Source: an optimization exercise on an open RTL-to-GDS flow (aim: small area, a short achievable clock period and few clock cycles per item). Production flows keep margins and buffers that such runs may drop. At most, simulation tests tie the RTL to the original design; equivalence was not proved. The clock port is modelled as an ideal driver, which makes a skipped or thinned clock tree look cheaper than it is; a real chip needs a root buffer or a tree. Power is estimated from default activity; no workload was simulated.

== 03-21 ==
// glyph_rounder
module glyph_rounder (
    input  wire       clk,
    input  wire       rst,         
    input  wire       in_valid,
    output wire       in_ready,
    input  wire [7:0] in_data,
    output wire       out_valid,
    input  wire       out_ready,
    output wire [7:0] out_data
);
For scale: roughly 430 cells after synthesis, ~120 flip-flops, about 22 I/O pins.
==> flow/config.mk <==
export PLATFORM = sky130hd
export DESIGN_NAME = glyph_rounder
export DESIGN_NICKNAME = glyph_rounder
export VERILOG_FILES = /design/flow/design.v
export SDC_FILE = /design/flow/constraint.sdc
export NUM_CORES = 4
export LEC_CHECK = 0
export ABC_AREA = 1
export CAP_MARGIN = 20
export CORE_MARGIN = 2
export CORE_UTILIZATION = 40
export PLACE_DENSITY = 0.6
export SETUP_SLACK_MARGIN = 5.0
export SLEW_MARGIN = 20
==> flow/constraint.sdc <==
create_clock -name core_clock -period 8.0 [get_ports {clk}]
set_input_delay 1.6000 -clock core_clock [delete_from_list [all_inputs] [get_ports {clk}]]
set_output_delay 1.6000 -clock core_clock [all_outputs]
set_load 0.01 [all_outputs]
standard.sh (not shown) runs the stock make flow with config.mk's settings and CLKGATE_MAP_FILE= SYNTH_SCRIPT=/design/flow/synth_recipe.tcl, a recipe that flattens the netlist after the stock synthesis.
==> flow/flow/run.sh <==
#!/bin/bash
# Standard ORFS layout (the standard.sh) with a few extra make settings:
# port buffers of a chosen cell, the repair_timing target and clock tree
# options.  Make's output goes to flow_make.log; each ORFS step keeps its own
# log under orfs/logs/.
set -euo pipefail
bash standard.sh finish \
    "BUFFER_PORTS_ARGS=-buffer_cell sky130_fd_sc_hd__buf_2" \
    SETUP_SLACK_MARGIN=5.6 \
    "CTS_ARGS=-sink_clustering_enable -repair_clock_nets -buf_list sky130_fd_sc_hd__clkbuf_4 -root_buf sky130_fd_sc_hd__clkbuf_16" \
    > flow_make.log 2>&1
Input-level comparison between 07-19 and 03-21:
diff --git a/flow/flow/run.sh b/flow/flow/run.sh
--- a/flow/flow/run.sh
+++ b/flow/flow/run.sh
@@ -7,5 +7,5 @@
 bash standard.sh finish \
     "BUFFER_PORTS_ARGS=-buffer_cell sky130_fd_sc_hd__buf_2" \
-    SETUP_SLACK_MARGIN=5.6 \
+    SETUP_SLACK_MARGIN=5.8 \
     "CTS_ARGS=-sink_clustering_enable -repair_clock_nets -buf_list sky130_fd_sc_hd__clkbuf_4 -root_buf sky130_fd_sc_hd__clkbuf_16" \
     > flow_make.log 2>&1
Notes after the runs:
When 07-19 is measured against 03-21, its global-route met3 utilization turns out 1.4 points higher.
Taking 03-21 as the reference, in 07-19 worst hold slack went down, buffering overhead went up.
Of 03-21 and 07-19, the run reporting the higher highest net fanout along the worst path was 07-19.
Between 03-21 and 07-19, total number of cells along the worst setup path increased.
The routed wire length reported for 07-19 is greater than that of 03-21 by 4.2%.
Function was not checked in any run of this note: the RTL went through the layout flow alone.


== build 40 ==
Another version of the RTL of glyph_rounder (not shown whole).
Size in the first run: ~370 cells after synthesis, about 22 I/O pins.
clock: 8.0 ns
lec_check: 0
abc_area: 1
cap_margin: 20
core_margin: 2
core_utilization: 40
place_density: 0.6
setup_slack_margin: 5.0
slew_margin: 20
synth_hierarchical: 1
synth_minimum_keep_size: 0
==> flow/flow/run.sh <==
#!/bin/bash
# Standard ORFS layout (the standard.sh) with these changes:
#  - synthesis maps with flow/abc_area.script: ORFS's ABC area script
#    without its buffer and upsize passes (the layout's repair_timing
#    sizes for delay instead).  Only that file differs from
#    ORFS's scripts folder, which is copied for the synthesis step;
#  - port buffers of sky130_fd_sc_hd__buf_2,
#  - a tighter repair_timing target (SETUP_SLACK_MARGIN),
#  - the clock tree built by flow/mcts.tcl: the clock port drives four
#    clkbuf_16, each driving the clock pins of one quarter of the registers.
# Each make run's output goes to its own log (flow_synth.log,
# flow_make.log); each ORFS step keeps its own log under orfs/logs/.
set -euo pipefail
here=$(pwd)
rm -rf "$here/scripts_area"
cp -r "$FLOW_HOME/scripts" "$here/scripts_area"
cp "$here/flow/abc_area.script" "$here/scripts_area/abc_area.script"
bash standard.sh synth "SCRIPTS_DIR=$here/scripts_area" > flow_synth.log 2>&1
export MCTS_K=4
export MCTS_BUF=sky130_fd_sc_hd__clkbuf_16
bash standard.sh finish \
    "BUFFER_PORTS_ARGS=-buffer_cell sky130_fd_sc_hd__buf_2" \
    SETUP_SLACK_MARGIN=5.7 \
    "PRE_CTS_TCL=$here/flow/pre_cts.tcl" \
    > flow_make.log 2>&1
==> flow/flow/abc_area.script <==
strash
dch
map -B 0.9
topo
stime -c
dnsize -c
Other scripts of this flow, unchanged in this note and not shown: flow/flow/mcts.tcl, flow/flow/pre_cts.tcl
Build 40 ended with every stage complete and zero timing, DRC or antenna violations.
Testbench counts of build 40, summed over its fixed seeds: cycles 25,680, items 3,200.
Here is what was changed in the inputs of build 60 compared with build 40.
==> flow/flow/run.sh <==
#!/bin/bash
# Standard ORFS layout (the standard.sh) with these changes:
#  - port buffers of sky130_fd_sc_hd__buf_2,
#  - a tighter repair_timing target (SETUP_SLACK_MARGIN),
#  - the clock tree built by flow/mcts.tcl: the clock port drives four
#    clkbuf_16, each driving the clock pins of one quarter of the registers.
# Make's output goes to flow_make.log; each ORFS step keeps its own log
# under orfs/logs/.
set -euo pipefail
here=$(pwd)
export MCTS_K=4
export MCTS_BUF=sky130_fd_sc_hd__clkbuf_16
bash standard.sh finish \
    "BUFFER_PORTS_ARGS=-buffer_cell sky130_fd_sc_hd__buf_2" \
    SETUP_SLACK_MARGIN=5.72 \
    "PRE_CTS_TCL=$here/flow/pre_cts.tcl" \
    > flow_make.log 2>&1
removed: flow/flow/abc_area.script
## What came out
Taking build 40 as the reference, in build 60 area fraction in and, or, nand and nor cells after synthesis increased by 0.70 points relative to the old numbers, slew at the pin closest to its max-slew limit increased by 5.2 ps relative to the old numbers, worst setup slack before clock tree synthesis increased by 58 ps relative to the old numbers, switching fraction of total power increased by 0.23 points relative to the old numbers.
Looking at timing endpoint of the critical path, the out_data[1] result is from build 60; the out_data[6] one comes from build 40.
Cmp build 60 vs build 40: combinational cell fraction of total power lower in build 60
Higher cell count after synthesis goes to build 60 over build 40.
Compared build 60 against build 40; non-clock inverter instance count of the final layout within noise.
Hold slack in build 60 is 8.5 ps below build 40.
--- input diff build 60..build 32 ---
diff --git a/flow/flow/run.sh b/flow/flow/run.sh
--- a/flow/flow/run.sh
+++ b/flow/flow/run.sh
@@ -13,5 +13,5 @@
 bash standard.sh finish \
     "BUFFER_PORTS_ARGS=-buffer_cell sky130_fd_sc_hd__buf_2" \
-    SETUP_SLACK_MARGIN=5.72 \
+    SETUP_SLACK_MARGIN=5.68 \
     "PRE_CTS_TCL=$here/flow/pre_cts.tcl" \
     > flow_make.log 2>&1
- [build 32] area taken by multi-input logic gates fell about 3.7% relative to build 60
- Combinational-cell power consumption: build 32 vs build 60 down about 3%
- Post-route minimum period on build 32 is up relative to build 60.
- Build 32 vs build 60: wire length down by a few percent
- Relative to build 60, multi-input gate share of the layout cell area has decreased by 0.43 points in build 32.
- [build 32] via count fell 2.9% relative to build 60
- In terms of standard cell area after detailed placement, build 32 and build 60 differ only marginally.
- Slew of the pin with the lowest slew margin, build 32 and build 60, lower one = build 32.
- Summary of the comparison: power consumption is lower in build 32, relative to build 60.
- Summary of build 32 over build 60: non-clock inverter total of the final layout shows no meaningful change, worst setup slack shows a reduction of 17 ps.
### build 32 -> build 98
==> flow/flow/run.sh <==
#!/bin/bash
# Standard ORFS layout (the standard.sh) with these changes:
#  - synthesis maps with flow/abc_area.script: ORFS's ABC area script
#    without its buffer and upsize passes (the layout's repair_timing
#    sizes for delay instead).  Only that file differs from
#    ORFS's scripts folder, which is copied for the synthesis step;
#  - port buffers of sky130_fd_sc_hd__buf_2,
#  - a tighter repair_timing target (SETUP_SLACK_MARGIN),
#  - the clock tree built by flow/mcts.tcl: the clock port drives four
#    clkbuf_16, each driving the clock pins of one quarter of the registers.
# Each make run's output goes to its own log (flow_synth.log,
# flow_make.log); each ORFS step keeps its own log under orfs/logs/.
set -euo pipefail
here=$(pwd)
rm -rf "$here/scripts_area"
cp -r "$FLOW_HOME/scripts" "$here/scripts_area"
cp "$here/flow/abc_area.script" "$here/scripts_area/abc_area.script"
bash standard.sh synth "SCRIPTS_DIR=$here/scripts_area" > flow_synth.log 2>&1
export MCTS_K=4
export MCTS_BUF=sky130_fd_sc_hd__clkbuf_16
bash standard.sh finish \
    "BUFFER_PORTS_ARGS=-buffer_cell sky130_fd_sc_hd__buf_2" \
    SETUP_SLACK_MARGIN=5.7 \
    "PRE_CTS_TCL=$here/flow/pre_cts.tcl" \
    > flow_make.log 2>&1
==> flow/flow/abc_area.script (new file) <==
strash
dch
map -B 0.9
topo
[summary]
Build 32 completed every stage of the flow, and the final layout passed the timing, DRC and antenna checks.
Every stage of the flow completed for build 98, and the final layout passed the timing, DRC and antenna checks.
Compared with build 32, post-detailed-placement cell area in build 98 decreased slightly.
Leakage power total: higher on build 32
Build 98 — worst setup slack after layout 16 ps higher, build 32 as reference
Relative to build 32, the cell area after layout of build 98 is higher by about 1.5%.
No run of this note takes its clock network from TritonCTS; it comes from the design's own scripts or RTL.


The RTL this note starts from:
==> flow/design.v <==
module glyph_rounder (
    input  wire       clk,
    input  wire       rst,         
    input  wire       in_valid,
    output wire       in_ready,
    input  wire [7:0] in_data,
    output wire       out_valid,
    input  wire       out_ready,
    output wire [7:0] out_data
);
    reg [7:0] a [0:8];
    reg [6:0] up;
    reg [2:0] kin;           
    reg       a0v;           
    reg [2:0] j;             
    reg       pend;          
    reg       plast;         
    reg [2:0] pcr;           
    reg [5:0] rem;           
    reg       inv_a;         
    reg [7:0] obuf, skid;
    reg       ov, sv;
    reg       rdy;           
    assign in_ready  = rdy;
    assign out_valid = ov;
    assign out_data  = obuf;
    wire upper    = pend & ~sv;                 
    wire lower    = a0v & (~pend | ~sv);        
    wire rdy_i    = ~a0v | ~pend | ~sv;         
    wire complete = lower & (kin == 3'd7);      
    wire top      = (j == 3'd0);
    wire bot      = (j == 3'd7);
    wire [6:0] b0  = a[0][6:0];
    wire       s1  = b0[0] ^ b0[1] ^ b0[2];
    wire       c1  = (b0[0] & b0[1]) | (b0[0] & b0[2]) | (b0[1] & b0[2]);
    wire       s2  = b0[3] ^ b0[4] ^ b0[5];
    wire       c2  = (b0[3] & b0[4]) | (b0[3] & b0[5]) | (b0[4] & b0[5]);
    wire       s3  = s1 ^ s2 ^ b0[6];
    wire       c3  = (s1 & s2) | (s1 & b0[6]) | (s2 & b0[6]);
    wire [2:0] pc  = {(c1 & c2) | (c1 & c3) | (c2 & c3), c1 ^ c2 ^ c3, s3};
    wire [5:0] rem_n  = rem - {3'd0, pcr};
    wire       inv_c  = rem[5] | (rem == 6'd0) |
                        ((rem[4:3] == 2'd0) & (pcr >= rem[2:0]));
    wire       inv    = plast ? inv_c : inv_a;
    wire [6:0] ctr = a[8][6:0];
    wire [8:0] hp  = {inv, ctr, inv};               
    wire [6:0] uu  = top ? {7{inv}} : up;
    wire [6:0] dd  = bot ? {7{inv}} : a[7][6:0];
    wire [6:0] cor = (hp[8:2] ^ hp[6:0]) & (uu ^ dd);
    wire [7:0] row_out = {a[8][7], (ctr & ~cor) | ({7{inv}} & cor)};
    wire [8:1] en;
    genvar gp;
    generate
        for (gp = 1; gp < 9; gp = gp + 1) begin : g_en
            assign en[gp] = lower | (upper & (gp > kin));
        end
    endgenerate
    wire       do_lower;
    wire       a0v_n, ofree, skid_en, ov_n, sv_n, rdy_n;
    wire       pend_n = complete | (pend & ~(upper & bot));
    wire [2:0] j_n    = complete ? 3'd0 : j + {2'd0, upper};
    glyph_rounder_late u_late (
        .in_valid  (in_valid),
        .out_ready (out_ready),
        .rdy_i     (rdy_i),
        .a0v_keep  (a0v & ~lower),
        .pend_n    (pend_n),
        .ov        (ov),
        .sv        (sv),
        .consume   (upper),
        .do_lower  (do_lower),
        .a0v_n     (a0v_n),
        .ofree     (ofree),
        .skid_en   (skid_en),
        .ov_n      (ov_n),
        .sv_n      (sv_n),
        .rdy_n     (rdy_n)
    );
    integer p;
    always @(posedge clk) begin
        if (do_lower)
            a[0] <= in_data;
        for (p = 1; p < 9; p = p + 1)
            if (en[p])
                a[p] <= a[p - 1];
        if (upper)
            up <= ctr;
        if (plast)
            inv_a <= inv_c;
        if (ofree)
            obuf <= sv ? skid : row_out;
        if (skid_en)
            skid <= row_out;
    end
    always @(posedge clk) begin
        if (rst) begin
            kin    <= 3'd0;
            a0v    <= 1'b0;
            j      <= 3'd0;
            pend   <= 1'b0;
            pcr    <= 3'd0;
            plast  <= 1'b0;
            rem    <= 6'd29;
            ov     <= 1'b0;
            sv     <= 1'b0;
            rdy    <= 1'b1;
        end else begin
            kin    <= kin + {2'd0, lower};
            a0v    <= a0v_n;
            j      <= j_n;
            pend   <= pend_n;
            pcr    <= lower ? pc : 3'd0;
            plast  <= complete;
            rem    <= plast ? 6'd29 : rem_n;
            ov     <= ov_n;
            sv     <= sv_n;
            rdy    <= rdy_n;
        end
    end
endmodule
module glyph_rounder_late (
    input  wire       in_valid,
    input  wire       out_ready,
    input  wire       rdy_i,
    input  wire       a0v_keep,
    input  wire       pend_n,
    input  wire       ov,
    input  wire       sv,
    input  wire       consume,
    output wire       do_lower,   
    output wire       a0v_n,
    output wire       ofree,      
    output wire       skid_en,    
    output wire       ov_n,
    output wire       sv_n,
    output wire       rdy_n
);
    assign do_lower = in_valid & rdy_i;
    assign a0v_n    = do_lower | a0v_keep;
    assign ofree    = ~ov | out_ready;
    assign skid_en  = ov & ~out_ready & consume;
    assign ov_n     = sv | consume | (ov & ~out_ready);
    assign sv_n     = ov & ~out_ready & (sv | consume);
    assign rdy_n    = ~a0v_n | ~pend_n | ~sv_n;
endmodule
Settings: LEC_CHECK=0, ABC_AREA=1, CAP_MARGIN=20, CORE_MARGIN=2, CORE_UTILIZATION=40, PLACE_DENSITY=0.6, SETUP_SLACK_MARGIN=5.0, SLEW_MARGIN=20, SYNTH_HIERARCHICAL=1, SYNTH_MINIMUM_KEEP_SIZE=0; clock period 8.0 ns.
==> flow/flow/run.sh <==
#!/bin/bash
# Standard ORFS layout (the standard.sh) with these changes:
#  - port buffers of sky130_fd_sc_hd__buf_2,
#  - a tighter repair_timing target (SETUP_SLACK_MARGIN),
#  - the clock tree built by flow/mcts.tcl: the clock port drives four
#    clkbuf_16, each driving the clock pins of one quarter of the registers.
# Make's output goes to flow_make.log; each ORFS step keeps its own log
# under orfs/logs/.
set -euo pipefail
here=$(pwd)
export MCTS_K=4
export MCTS_BUF=sky130_fd_sc_hd__clkbuf_16
bash standard.sh finish \
    "BUFFER_PORTS_ARGS=-buffer_cell sky130_fd_sc_hd__buf_2" \
    SETUP_SLACK_MARGIN=5.7 \
    "PRE_CTS_TCL=$here/flow/pre_cts.tcl" \
    > flow_make.log 2>&1
Other scripts of this flow, unchanged in this note and not shown: flow/flow/mcts.tcl, flow/flow/pre_cts.tcl
Testbench counts at the start, summed over its fixed seeds: cycles 25,680, items 3,200.
Edit:
--- a/flow/flow/run.sh
+++ b/flow/flow/run.sh
@@ -13,5 +13,5 @@
 bash standard.sh finish \
     "BUFFER_PORTS_ARGS=-buffer_cell sky130_fd_sc_hd__buf_2" \
-    SETUP_SLACK_MARGIN=5.7 \
+    SETUP_SLACK_MARGIN=5.64 \
     "PRE_CTS_TCL=$here/flow/pre_cts.tcl" \
     > flow_make.log 2>&1
Result: Worst setup slack gets worse by 16 ps. Die area stays the same. Global-route usage rises by 0.33 points. Cell count does not change. Total power is about the same. Clock skew is about the same. Synthesized cell count stays the same. Wire length falls by about 0.54%.
No run of this note takes its clock network from TritonCTS; it comes from the design's own scripts or RTL.

-- separate check: timing with driven ports --
The flow's constraints put no driver on any port. The routed layouts listed below were extracted and timed again, unchanged, in two steps. Step 1, drivers: a clkbuf_16 drives clk and a buf_2 each remaining input, both assumed. Step 2, shift: input delay + t, output delay - t, t = (earliest + latest rising clock arrival at the registers) / 2. This alone moves slack from input paths to output paths. a / b / c = no drivers / after step 1 / after step 2; a / b = the first two.
run | t, ns | setup slack, ns | hold WS [ns] | worst setup path at the end | worst register clock-pin slew, ns
03-21 | 0.393 | 5.510 / 5.472 / 5.283 | 0.424 / 0.424 / 0.424 | input to register | 0.10 / 0.10
07-19 | 0.386 | 5.490 / 5.485 / 5.365 | 0.413 / 0.413 / 0.413 | input to register | 0.12 / 0.12
build 40 | 0.247 | 5.700 / 5.617 / 5.570 | 0.425 / 0.425 / 0.425 | input to register | 0.11 / 0.11
build 60 | 0.235 | 5.699 / 5.626 / 5.610 | 0.416 / 0.416 / 0.416 | input to register | 0.11 / 0.11
build 32 | 0.238 | 5.683 / 5.609 / 5.567 | 0.421 / 0.421 / 0.421 | input to register | 0.12 / 0.12
build 98 | 0.242 | 5.699 / 5.620 / 5.567 | 0.426 / 0.426 / 0.426 | input to register | 0.11 / 0.11
the first run of note 3 | 0.235 | 5.698 / 5.625 / 5.580 | 0.416 / 0.416 / 0.416 | input to register | 0.11 / 0.11
the second run of note 3 | 0.238 | 5.683 / 5.609 / 5.566 | 0.421 / 0.421 / 0.421 | input to register | 0.12 / 0.12
After both steps setup and hold are still met in every run listed. The setup slack of 03-21, which loses most, moves by -0.038 ns with the drivers and by -0.227 ns with both steps.
